Context: an optimization exercise on an open-source flow, tuned for small area. The choices shown serve that exercise and are no tape-out recipe.
Where RTL was checked, it was by simulation tests only, not by an equivalence proof against the original.
Power figures rest on the tool's default switching activity, not on a simulated workload.

== the reference run ==
==> flow/design.v (excerpt) <==
module msf60_decoder (
    input  wire        clk,
    input  wire        rst,
    input  wire [15:0] cfg_padding_ms,           
    input  wire        cfg_carrier_off_level,
    input  wire        edge_valid,
    input  wire        edge_level,
    input  wire [31:0] edge_time_ms,
    output wire        edge_ready,
    output reg         time_available,
    output reg  [2:0]  parity_outcome,
    output wire [7:0]  frame_length_seconds,
    output wire [1:0]  leap_second_indicator,
    output wire [7:0]  lf_minute_bcd,
    output wire [7:0]  lf_hour_bcd,
    output wire [7:0]  lf_weekday_bcd,
    output wire [7:0]  lf_date_bcd,
    output wire [7:0]  lf_month_bcd,
    output wire [7:0]  lf_year_bcd,
    output reg         lf_dst_active,
    output reg         lf_dst_imminent,
    output wire [15:0] lf_dut1_positive_ms,
    output wire [15:0] lf_dut1_negative_ms,
    output wire [1:0]  lf_leap_second_indicator,
    output wire [7:0]  lf_frame_length_seconds,
    output wire [63:0] lf_epoch_seconds
);
export LEC_CHECK = 0
export CAP_MARGIN = 20
export CORE_MARGIN = 2
export CORE_UTILIZATION = 40
export SLEW_MARGIN = 20
create_clock -name core_clock -period 15.0 [get_ports {clk}]
standard.sh (not shown) runs the stock make flow with config.mk's settings and CLKGATE_MAP_FILE= SYNTH_SCRIPT=/design/flow/synth_recipe.tcl, a recipe that flattens the netlist after the stock synthesis.
==> flow/flow/run.sh <==
#!/bin/bash
set -euo pipefail
export BUFFER_PORTS_ARGS="-buffer_cell sky130_fd_sc_hd__buf_1"
export CTS_ARGS="-sink_clustering_enable -repair_clock_nets -buf_list sky130_fd_sc_hd__clkbuf_4 -sink_clustering_size 10 -sink_clustering_max_diameter 40 -dont_use_dummy_load"
export SKIP_REPAIR_TIE_FANOUT=1
export RECOVER_POWER=100
bash standard.sh > flow_make.log 2>&1
[the reference run] flow finished | final checks: failed | reasons: capacitance limit, slew limit
Edits applied to the flow inputs when going from the reference run to the trial run:
--- a/flow/design.v
+++ b/flow/design.v
@@ -320,24 +320,26 @@
     end
     always @(posedge clk) begin
         if ((state == S_LOAD && bitc <= 6'd34) || state == S_INIT)
             fields <= {fields[33:0], (state == S_LOAD) & wa[42]};
         if (in_epoch || state == S_INIT)
             epoch <= {in_epoch & ssum[0], epoch[32:1]};
     end
     always @(posedge clk) begin
         if (counting && !cnt_end && !rst)
             bitc <= bitc + 6'd1;
         else
             bitc <= 6'd0;
-        if (in_epoch && !pass_end)
+        if (in_epoch && !pass_end) begin
             carry <= ssum[2:1];
-        else
+            dly   <= {dly[5:1], r};
+        end else begin
             carry <= 2'd0;
-        dly <= {dly[5:1], r && pass != 5'd0};
+            dly   <= 6'd0;
+        end
         if (!in_epoch)
             pass <= 5'd0;
         else if (pass_end)
             pass <= pass + 5'd1;
         pacc <= (state == S_PAR) && !grp_end && (pacc ^ s_bit);
     end
 endmodule
Results
From the logs: the trial run reached the end of the flow and failed the layout checks with capacitance limit, slew limit. Between the reference run and the trial run, total power density per cell area decreased. Side by side, die outline area turned out lower in the trial run than in the reference run. Compared with the reference run, in the trial run cell count lower, sequential share of power higher, critical path depth lower, setup TNS roughly the same, global-route usage lower. On sequential power: the trial run sits below the reference run. Going from the reference run to the trial run, the worst-margin pin slew was found to have gone up by 24 ps. Of the trial run and the reference run, the higher instance count of the mapped netlist belongs to the reference run. On met2 wire length: between the trial run and the reference run, it ends up lower for the trial run. Compare the trial run and the reference run | area added between synthesis and finish lower: the trial run.
The RTL of the reference run was laid out without a check of its function.

* * *

== old ==
msf60_decoder, a different RTL version from the one above (not shown whole).
Size in the first run: about 260 flip-flops, ~220 I/O pins.
==> flow/design.v (excerpt) <==
module msf60_decoder (
    input  wire        clk,
    input  wire        rst,
    input  wire [15:0] cfg_padding_ms,           
    input  wire        cfg_carrier_off_level,
    input  wire        edge_valid,
    input  wire        edge_level,
    input  wire [31:0] edge_time_ms,
    output wire        edge_ready,
    output reg         time_available,
    output reg  [2:0]  parity_outcome,
    output wire [7:0]  frame_length_seconds,
    output wire [1:0]  leap_second_indicator,
    output wire [7:0]  lf_minute_bcd,
    output wire [7:0]  lf_hour_bcd,
    output wire [7:0]  lf_weekday_bcd,
    output wire [7:0]  lf_date_bcd,
    output wire [7:0]  lf_month_bcd,
    output wire [7:0]  lf_year_bcd,
    output reg         lf_dst_active,
    output reg         lf_dst_imminent,
    output wire [15:0] lf_dut1_positive_ms,
    output wire [15:0] lf_dut1_negative_ms,
    output wire [1:0]  lf_leap_second_indicator,
    output wire [7:0]  lf_frame_length_seconds,
    output wire [63:0] lf_epoch_seconds
);
    localparam [2:0] S_IDLE  = 3'd0,    
                     S_CHECK = 3'd1,    
                     S_PAR   = 3'd2,    
                     S_LOAD  = 3'd3,    
                     S_EPOCH = 3'd4,    
                     S_INIT  = 3'd5;    
    reg [2:0]  state;
    reg [15:0] padding_ms;
    reg        carrier_off_level;
    reg [31:0] last_pulse_start;
    reg [31:0] pending_pulse_start;
    reg        b_only;
    reg        frame_ready;
    reg [5:0]  bit_pointer;
    reg [42:0] wa;
    reg [6:0]  wb;
    reg [3:0]  dut1_pos_run;
    reg [3:0]  dut1_neg_run;
    reg        fl_v, fl_d1, fl_d0;
    reg        lfl_v, lfl_d1, lfl_d0;
    reg [34:0] fields;
    reg [3:0]  dut1_pos;
    reg [3:0]  dut1_neg;
    reg [32:0] epoch;
    reg [4:0]  pass;
    reg [5:0]  bitc;
    reg [1:0]  carry;
    reg [6:1]  dly;
    reg        pacc;
  ...
==> flow/config.mk <==
export PLATFORM = sky130hd
export DESIGN_NAME = msf60_decoder
export DESIGN_NICKNAME = msf60_decoder
export VERILOG_FILES = /design/flow/design.v
export SDC_FILE = /design/flow/constraint.sdc
export NUM_CORES = 4
export LEC_CHECK = 0
export CAP_MARGIN = 20
export CORE_MARGIN = 2
export CORE_UTILIZATION = 40
export SLEW_MARGIN = 20
==> flow/constraint.sdc <==
create_clock -name core_clock -period 15.0 [get_ports {clk}]
set_input_delay 3.0000 -clock core_clock [delete_from_list [all_inputs] [get_ports {clk}]]
set_output_delay 3.0000 -clock core_clock [all_outputs]
set_load 0.01 [all_outputs]
==> flow/flow/run.sh <==
#!/bin/bash
# Own layout flow: the standard flow (standard synthesis unchanged), with
# - port buffers of the smallest buffer cell instead of the buffer_ports default;
# - a clock tree of clkbuf_8 sink-cluster buffers without dummy load cells.
# The make output goes to flow_make.log in the folder this runs in.
set -euo pipefail
export BUFFER_PORTS_ARGS="-buffer_cell sky130_fd_sc_hd__buf_1"
export CTS_ARGS="-sink_clustering_enable -repair_clock_nets -buf_list sky130_fd_sc_hd__clkbuf_8 -sink_clustering_size 20 -sink_clustering_max_diameter 60 -dont_use_dummy_load"
bash standard.sh > flow_make.log 2>&1
diff inputs: old => new
-- flow/design.v --
<<< old, line 37
    reg [31:0] last_pulse_start;
    reg [31:0] pending_pulse_start;
    reg        b_only;
    reg        frame_ready;
>>> new, line 37
    reg [31:0] last_pulse_start;
    reg [31:0] pending_pulse_start;
    reg        last_zero;                
    reg        pending_zero;             
    reg        b_only;
    reg        frame_ready;
<<< old, line 63
    wire [6:0] mi = fields[6:0];
    wire        is_start = (edge_level == carrier_off_level);
    wire [31:0] opnd     = is_start ? last_pulse_start : pending_pulse_start;
    wire [32:0] bw;
    wire [31:0] diff;
>>> new, line 65
    wire [6:0] mi = fields[6:0];
    wire        is_start = (edge_level == carrier_off_level);
    wire        sel_last = is_start && !last_zero;
    wire        sel_pend = !is_start && !pending_zero;
    wire [31:0] opnd     = ({32{sel_last}} & last_pulse_start) | ({32{sel_pend}} & pending_pulse_start);
    wire [32:0] bw;
    wire [31:0] diff;
<<< old, line 201
            carrier_off_level   <= cfg_carrier_off_level;
            bit_pointer         <= 6'd0;
            last_pulse_start    <= 32'd0;
            pending_pulse_start <= 32'd0;
            b_only              <= 1'b0;
            frame_ready         <= 1'b0;
>>> new, line 205
            carrier_off_level   <= cfg_carrier_off_level;
            bit_pointer         <= 6'd0;
            last_zero           <= 1'b1;
            pending_zero        <= 1'b1;
            b_only              <= 1'b0;
            frame_ready         <= 1'b0;
<<< old, line 224
                            b_only              <= near_last;
                            pending_pulse_start <= edge_time_ms;
                        end else begin
                            time_available <= 1'b0;
                            if (sym5) begin
                                last_pulse_start <= pending_pulse_start;
                                if (frame_ready) begin
                                    time_available <= 1'b1;
>>> new, line 228
                            b_only              <= near_last;
                            pending_pulse_start <= edge_time_ms;
                            pending_zero        <= 1'b0;
                        end else begin
                            time_available <= 1'b0;
                            if (sym5) begin
                                last_pulse_start <= pending_pulse_start;
                                last_zero        <= pending_zero;
                                if (frame_ready) begin
                                    time_available <= 1'b1;
<<< old, line 235
                            end else if (sym_data) begin
                                last_pulse_start <= pending_pulse_start;
                                if (ptr_last && !b_only) begin
                                    bit_pointer <= 6'd0;
>>> new, line 241
                            end else if (sym_data) begin
                                last_pulse_start <= pending_pulse_start;
                                last_zero        <= pending_zero;
                                if (ptr_last && !b_only) begin
                                    bit_pointer <= 6'd0;
==> comparison <==
Summary of new over old: met2 track demand over resource in global routing saw a decrease, fraction of standard cell area in multi-input logic saw a decrease, standby leakage power saw a decrease.
| worst hold slack | new vs old | worse |
Changes observed in new relative to old: netlist area before placement climbed 0.65%; switching part of the total power climbed 11 points; final worst setup slack dropped 0.025 ns; synthesized cell count dropped 16%; global-route wire length before repair dropped 3.4%.
In new, the worst setup slack before clock tree synthesis came out 0.038 ns below the value in old.

* * *

== v6 ==
msf60_decoder, a different RTL version from the one above (not shown whole).
Size: roughly 220 I/O pins, roughly 13000 um2 of cells after synthesis.
Design msf60_decoder, start of the top module:
module msf60_decoder (
    input  wire        clk,
    input  wire        rst,
    input  wire [15:0] cfg_padding_ms,           
    input  wire        cfg_carrier_off_level,
    input  wire        edge_valid,
    input  wire        edge_level,
    input  wire [31:0] edge_time_ms,
    output wire        edge_ready,
    output reg         time_available,
    output reg  [2:0]  parity_outcome,
    output wire [7:0]  frame_length_seconds,
    output wire [1:0]  leap_second_indicator,
    output wire [7:0]  lf_minute_bcd,
    output wire [7:0]  lf_hour_bcd,
    output wire [7:0]  lf_weekday_bcd,
    output wire [7:0]  lf_date_bcd,
    output wire [7:0]  lf_month_bcd,
    output wire [7:0]  lf_year_bcd,
    output reg         lf_dst_active,
    output reg         lf_dst_imminent,
    output wire [15:0] lf_dut1_positive_ms,
    output wire [15:0] lf_dut1_negative_ms,
    output wire [1:0]  lf_leap_second_indicator,
    output wire [7:0]  lf_frame_length_seconds,
    output wire [63:0] lf_epoch_seconds
);
export LEC_CHECK = 0
export CAP_MARGIN = 20
export CORE_MARGIN = 2
export CORE_UTILIZATION = 40
export SLEW_MARGIN = 20
create_clock -name core_clock -period 15.0 [get_ports {clk}]
==> flow/flow/run.sh <==
#!/bin/bash
set -euo pipefail
export BUFFER_PORTS_ARGS="-buffer_cell sky130_fd_sc_hd__buf_1"
export CTS_ARGS="-sink_clustering_enable -repair_clock_nets -buf_list sky130_fd_sc_hd__clkbuf_4 -sink_clustering_size 10 -sink_clustering_max_diameter 80 -dont_use_dummy_load"
export SKIP_REPAIR_TIE_FANOUT=1
bash standard.sh > flow_make.log 2>&1
v6 completed; timing, DRC and antenna clean
Setup changes, v6 to v7
diff --git a/flow/design.v b/flow/design.v
--- a/flow/design.v
+++ b/flow/design.v
@@ -36,22 +36,22 @@
     reg        carrier_off_level;
     reg [31:0] last_pulse_start;
     reg [31:0] pending_pulse_start;
     reg        last_zero;                
     reg        pending_zero;             
     reg        b_only;
     reg        frame_ready;
     reg [5:0]  bit_pointer;
     reg [42:0] wa;
     reg [6:0]  wb;
-    reg [3:0]  dut1_cnt;                 
-    reg [3:0]  dut1_pos_run;             
+    reg [3:0]  dut1_pos_run;
+    reg [3:0]  dut1_neg_run;
     reg        fl_v, fl_d1, fl_d0;
     reg        lfl_v, lfl_d1, lfl_d0;
     reg [34:0] fields;
     reg [3:0]  dut1_pos;
     reg [3:0]  dut1_neg;
     reg [32:0] epoch;
     reg [4:0]  pass;
     reg [5:0]  bitc;
     reg [1:0]  carry;
     reg [6:1]  dly;
@@ -94,21 +94,20 @@
     wire ge600 = padded >= 18'sd600;
     wire sym1 = !diff_hi && ge100 && !ge200;
     wire sym2 = !diff_hi && ge200 && !ge300;
     wire sym3 = !diff_hi && ge300 && !ge400;
     wire sym5 = !diff_hi && ge500 && !ge600;
     wire sym_data = sym1 || sym2 || sym3;
     wire near_last = !diff_hi && (diff[15:0] < 16'd300);
     wire bit_a = !sym1;
     wire bit_b = sym3 || (sym1 && b_only);
     wire       ptr_last = (bit_pointer == 6'd63);
-    wire [3:0] dut1_cnt_next = dut1_cnt + {3'd0, wb[0]};
     wire [5:0] next_ptr = bit_pointer + {5'd0, !b_only};
     wire       marker_match = (wa[7:0] == 8'h7E);
     wire       s_bit        = wa[42];
     wire [5:0] j            = bitc;
     reg        grp_end;
     reg        grp_par;
     reg  [2:0] grp_code;
     always @(*) begin
         grp_end = 1'b1;
         case (j)
@@ -247,26 +246,28 @@
                                 if (ptr_last && !b_only) begin
                                     bit_pointer <= 6'd0;
                                 end else begin
                                     bit_pointer <= next_ptr;
                                     if (b_only) begin
                                         wa[0] <= bit_a;
                                         wb[0] <= bit_b;
                                     end else begin
                                         wa <= {wa[41:0], bit_a};
                                         wb <= {wb[5:0], bit_b};
-                                        if (bit_pointer == 6'd1 || bit_pointer == 6'd9)
-                                            dut1_cnt <= {3'd0, wb[0]};
-                                        else if (bit_pointer >= 6'd2 && bit_pointer <= 6'd16)
-                                            dut1_cnt <= dut1_cnt_next;
-                                        if (bit_pointer == 6'd8)
-                                            dut1_pos_run <= dut1_cnt_next;
+                                        if (bit_pointer == 6'd1)
+                                            dut1_pos_run <= {3'd0, wb[0]};
+                                        else if (bit_pointer >= 6'd2 && bit_pointer <= 6'd8)
+                                            dut1_pos_run <= dut1_pos_run + {3'd0, wb[0]};
+                                        if (bit_pointer == 6'd9)
+                                            dut1_neg_run <= {3'd0, wb[0]};
+                                        else if (bit_pointer >= 6'd10 && bit_pointer <= 6'd16)
+                                            dut1_neg_run <= dut1_neg_run + {3'd0, wb[0]};
                                     end
                                     if (next_ptr >= 6'd58 && next_ptr <= 6'd61)
                                         state <= S_CHECK;
                                 end
                             end
                         end
                     end
                 end
                 S_CHECK: begin
                     state <= S_IDLE;
@@ -291,21 +292,21 @@
                             state       <= S_IDLE;
                         end
                     end
                 end
                 S_LOAD: begin
                     wa <= {wa[41:0], wa[42]};
                     if (rot_end) begin
                         lf_dst_active   <= wb[1];
                         lf_dst_imminent <= wb[6];
                         dut1_pos        <= dut1_pos_run;
-                        dut1_neg        <= dut1_cnt;
+                        dut1_neg        <= dut1_neg_run;
                         lfl_v           <= 1'b1;
                         lfl_d1          <= bit_pointer[2];
                         lfl_d0          <= bit_pointer[0];
                         state           <= S_EPOCH;
                     end
                 end
                 S_EPOCH: begin
                     if (pass_end && pass == 5'd17)
                         state <= S_IDLE;
                 end
--- outcome ---
Of the two values seen for top routing layer in use, met5 was produced by v6 and met4 by v7. Between v6 and v7, the flow reports wire length decreasing by a few percent. Diff v6..v7 | count of clock-net buffers in the final layout | unchanged. On multiplexer share of the synthesized area, v7 and v6 are basically level. Core occupancy in the finished layout across v7 and v6: no real change. Measured against v7, the layout inverter count without the clock tree of v6 comes out at 1.08 times the reference value. Of v7 and v6, the run reporting the higher routed length on met1 was v6. On v7: sequential share of power is 1.4 points higher than what v6 gave. v7 -> v6: ratio of total power to cell area flat. Going from v6 to v7, worst endpoint required time went up by 0.06 ns; die outline area fell by 570 um2; signed area change from the synthesized netlist to the final layout went down by 0.65 points.
The RTL of v6 was laid out without a check of its function.

* * *

Setup of main:
msf60_decoder with an RTL version that a note above also has.
For scale: roughly 1000 cells after synthesis, about 260 flip-flops, roughly 220 I/O pins, roughly 13000 um^2 of cells after synthesis.
Design msf60_decoder, start of the top module:
module msf60_decoder (
    input  wire        clk,
    input  wire        rst,
    input  wire [15:0] cfg_padding_ms,           
    input  wire        cfg_carrier_off_level,
    input  wire        edge_valid,
    input  wire        edge_level,
    input  wire [31:0] edge_time_ms,
    output wire        edge_ready,
    output reg         time_available,
    output reg  [2:0]  parity_outcome,
    output wire [7:0]  frame_length_seconds,
    output wire [1:0]  leap_second_indicator,
    output wire [7:0]  lf_minute_bcd,
    output wire [7:0]  lf_hour_bcd,
    output wire [7:0]  lf_weekday_bcd,
    output wire [7:0]  lf_date_bcd,
    output wire [7:0]  lf_month_bcd,
    output wire [7:0]  lf_year_bcd,
    output reg         lf_dst_active,
    output reg         lf_dst_imminent,
    output wire [15:0] lf_dut1_positive_ms,
    output wire [15:0] lf_dut1_negative_ms,
    output wire [1:0]  lf_leap_second_indicator,
    output wire [7:0]  lf_frame_length_seconds,
    output wire [63:0] lf_epoch_seconds
);
    localparam [2:0] S_IDLE  = 3'd0,    
                     S_CHECK = 3'd1,    
                     S_PAR   = 3'd2,    
                     S_LOAD  = 3'd3,    
                     S_EPOCH = 3'd4,    
                     S_INIT  = 3'd5;    
    reg [2:0]  state;
    reg [15:0] padding_ms;
    reg        carrier_off_level;
    reg [31:0] last_pulse_start;
    reg [31:0] pending_pulse_start;
    reg        last_zero;                
    reg        pending_zero;             
    reg        b_only;
    reg        frame_ready;
    reg [5:0]  bit_pointer;
    reg [42:0] wa;
    reg [6:0]  wb;
    reg [3:0]  dut1_pos_run;
    reg [3:0]  dut1_neg_run;
    reg        fl_v, fl_d1, fl_d0;
    reg        lfl_v, lfl_d1, lfl_d0;
    reg [34:0] fields;
  ...
export LEC_CHECK = 0
export CAP_MARGIN = 20
export CORE_MARGIN = 2
export CORE_UTILIZATION = 40
export SLEW_MARGIN = 20
create_clock -name core_clock -period 15.0 [get_ports {clk}]
==> flow/flow/run.sh <==
#!/bin/bash
set -euo pipefail
export BUFFER_PORTS_ARGS="-buffer_cell sky130_fd_sc_hd__buf_1"
export CTS_ARGS="-sink_clustering_enable -repair_clock_nets -buf_list sky130_fd_sc_hd__clkbuf_4 -sink_clustering_size 10 -sink_clustering_max_diameter 40 -dont_use_dummy_load"
export SKIP_REPAIR_TIE_FANOUT=1
bash standard.sh > flow_make.log 2>&1
The inputs of the feature branch differ from those of main as listed below.
--- a/flow/design.v
+++ b/flow/design.v
@@ -62,25 +62,35 @@
     wire [5:0] dt = fields[21:16];
     wire [2:0] wd = fields[15:13];
     wire [5:0] hr = fields[12:7];
     wire [6:0] mi = fields[6:0];
     wire        is_start = (edge_level == carrier_off_level);
     wire        sel_last = is_start && !last_zero;
     wire        sel_pend = !is_start && !pending_zero;
     wire [31:0] opnd     = ({32{sel_last}} & last_pulse_start) | ({32{sel_pend}} & pending_pulse_start);
-    wire [32:0] bw;
-    wire [31:0] diff;
+    wire [16:0] bw;
+    wire [15:0] diff;
     assign bw[0] = 1'b0;
     genvar k;
-    generate for (k = 0; k < 32; k = k + 1) begin : g_sub
+    generate for (k = 0; k < 16; k = k + 1) begin : g_sub
         assign diff[k]  = edge_time_ms[k] ^ opnd[k] ^ bw[k];
         assign bw[k+1]  = (!edge_time_ms[k] & opnd[k]) | (!(edge_time_ms[k] ^ opnd[k]) & bw[k]);
     end endgenerate
-    wire        diff_hi  = |diff[31:16];
+    wire [15:0] t_hi = edge_time_ms[31:16];
+    wire [15:0] x_hi = opnd[31:16];
+    wire [15:0] e_hi = t_hi ^ x_hi;
+    wire [16:0] inc_c;                   
+    assign inc_c[0] = 1'b1;
+    generate for (k = 0; k < 16; k = k + 1) begin : g_inc
+        assign inc_c[k+1] = inc_c[k] & x_hi[k];
+    end endgenerate
+    wire        hi_eq0  = (e_hi == 16'd0);                
+    wire        hi_eq1  = (e_hi == inc_c[15:0]);          
+    wire        diff_hi = bw[16] ? !hi_eq1 : !hi_eq0;
     wire [17:0] pa = {2'b00, diff[15:0]};
     wire [17:0] pb = {{2{padding_ms[15]}}, padding_ms};
     wire [18:0] pc;
     wire [17:0] psum;
     assign pc[0] = 1'b0;
     generate for (k = 0; k < 18; k = k + 1) begin : g_pad
         assign psum[k]  = pa[k] ^ pb[k] ^ pc[k];
         assign pc[k+1]  = (pa[k] & pb[k]) | ((pa[k] ^ pb[k]) & pc[k]);
Notes after the runs:
- From main to the feature branch the numbers moved as follows: met2 track utilization from global routing now larger, data arrival at the endpoint of the critical path moved down.
- The feature branch vs main — number of antenna diodes dropped 1.
- From main to the feature branch the numbers moved as follows: non-filler instance count after layout went up 187, fraction of power spent switching nets went up by 0.78 points.
- The feature branch vs main, standard cell with the maximum stage delay on the critical path: sky130_fd_sc_hd__or4_1 vs sky130_fd_sc_hd__or4_4
- Compared the feature branch vs main, and share of cell area taken by multi-input logic gates is up in the feature branch.
- Final cell area excluding filler cells: the feature branch vs main up about 5%
- Between main and the feature branch, minimum setup slack in the final design is lower for main, the feature branch comes in above that.
For the feature branch, only the layout was checked, not whether the RTL still works.

## port drivers added, routing unchanged
In the flow no input, the clock included, has a driving cell. The finished layouts below were timed again as built, in two steps.
Step 1 assumes that a clkbuf_16 drives the clock port and a buf_2 every other input.
Step 2, shift: input delay + t, output delay - t, t = (earliest + latest rising clock arrival at the registers) / 2. This alone moves slack from input paths to output paths.
a / b / c = ideal / step 1 / step 2; a / b = the first two.
run	shift t [ns]	setup slack, ns	worst hold slack (ns)	latest minus earliest clock arrival (ns)
the reference run	0.700	0.464 / 0.488 / -0.212	0.309 / 0.309 / 0.309	0.059 / 0.059
the trial run	0.677	0.500 / 0.513 / -0.164	0.391 / 0.391 / 0.391	0.100 / 0.100
old	0.591	0.625 / 0.646 / 0.055	0.410 / 0.410 / 0.410	0.048 / 0.048
new	0.617	0.600 / 0.626 / 0.009	0.393 / 0.393 / 0.393	0.061 / 0.062
v6	0.724	0.485 / 0.495 / -0.229	0.389 / 0.389 / 0.389	0.074 / 0.073
v7	0.711	0.506 / 0.521 / -0.190	0.407 / 0.407 / 0.407	0.079 / 0.079
main	0.677	0.500 / 0.514 / -0.163	0.391 / 0.391 / 0.391	0.099 / 0.098
the feature branch	0.692	1.994 / 2.013 / 1.322	0.384 / 0.384 / 0.384	0.085 / 0.085
For v6, which loses most, drivers alone change the setup slack by +0.010 ns; drivers and shift together by -0.714 ns.
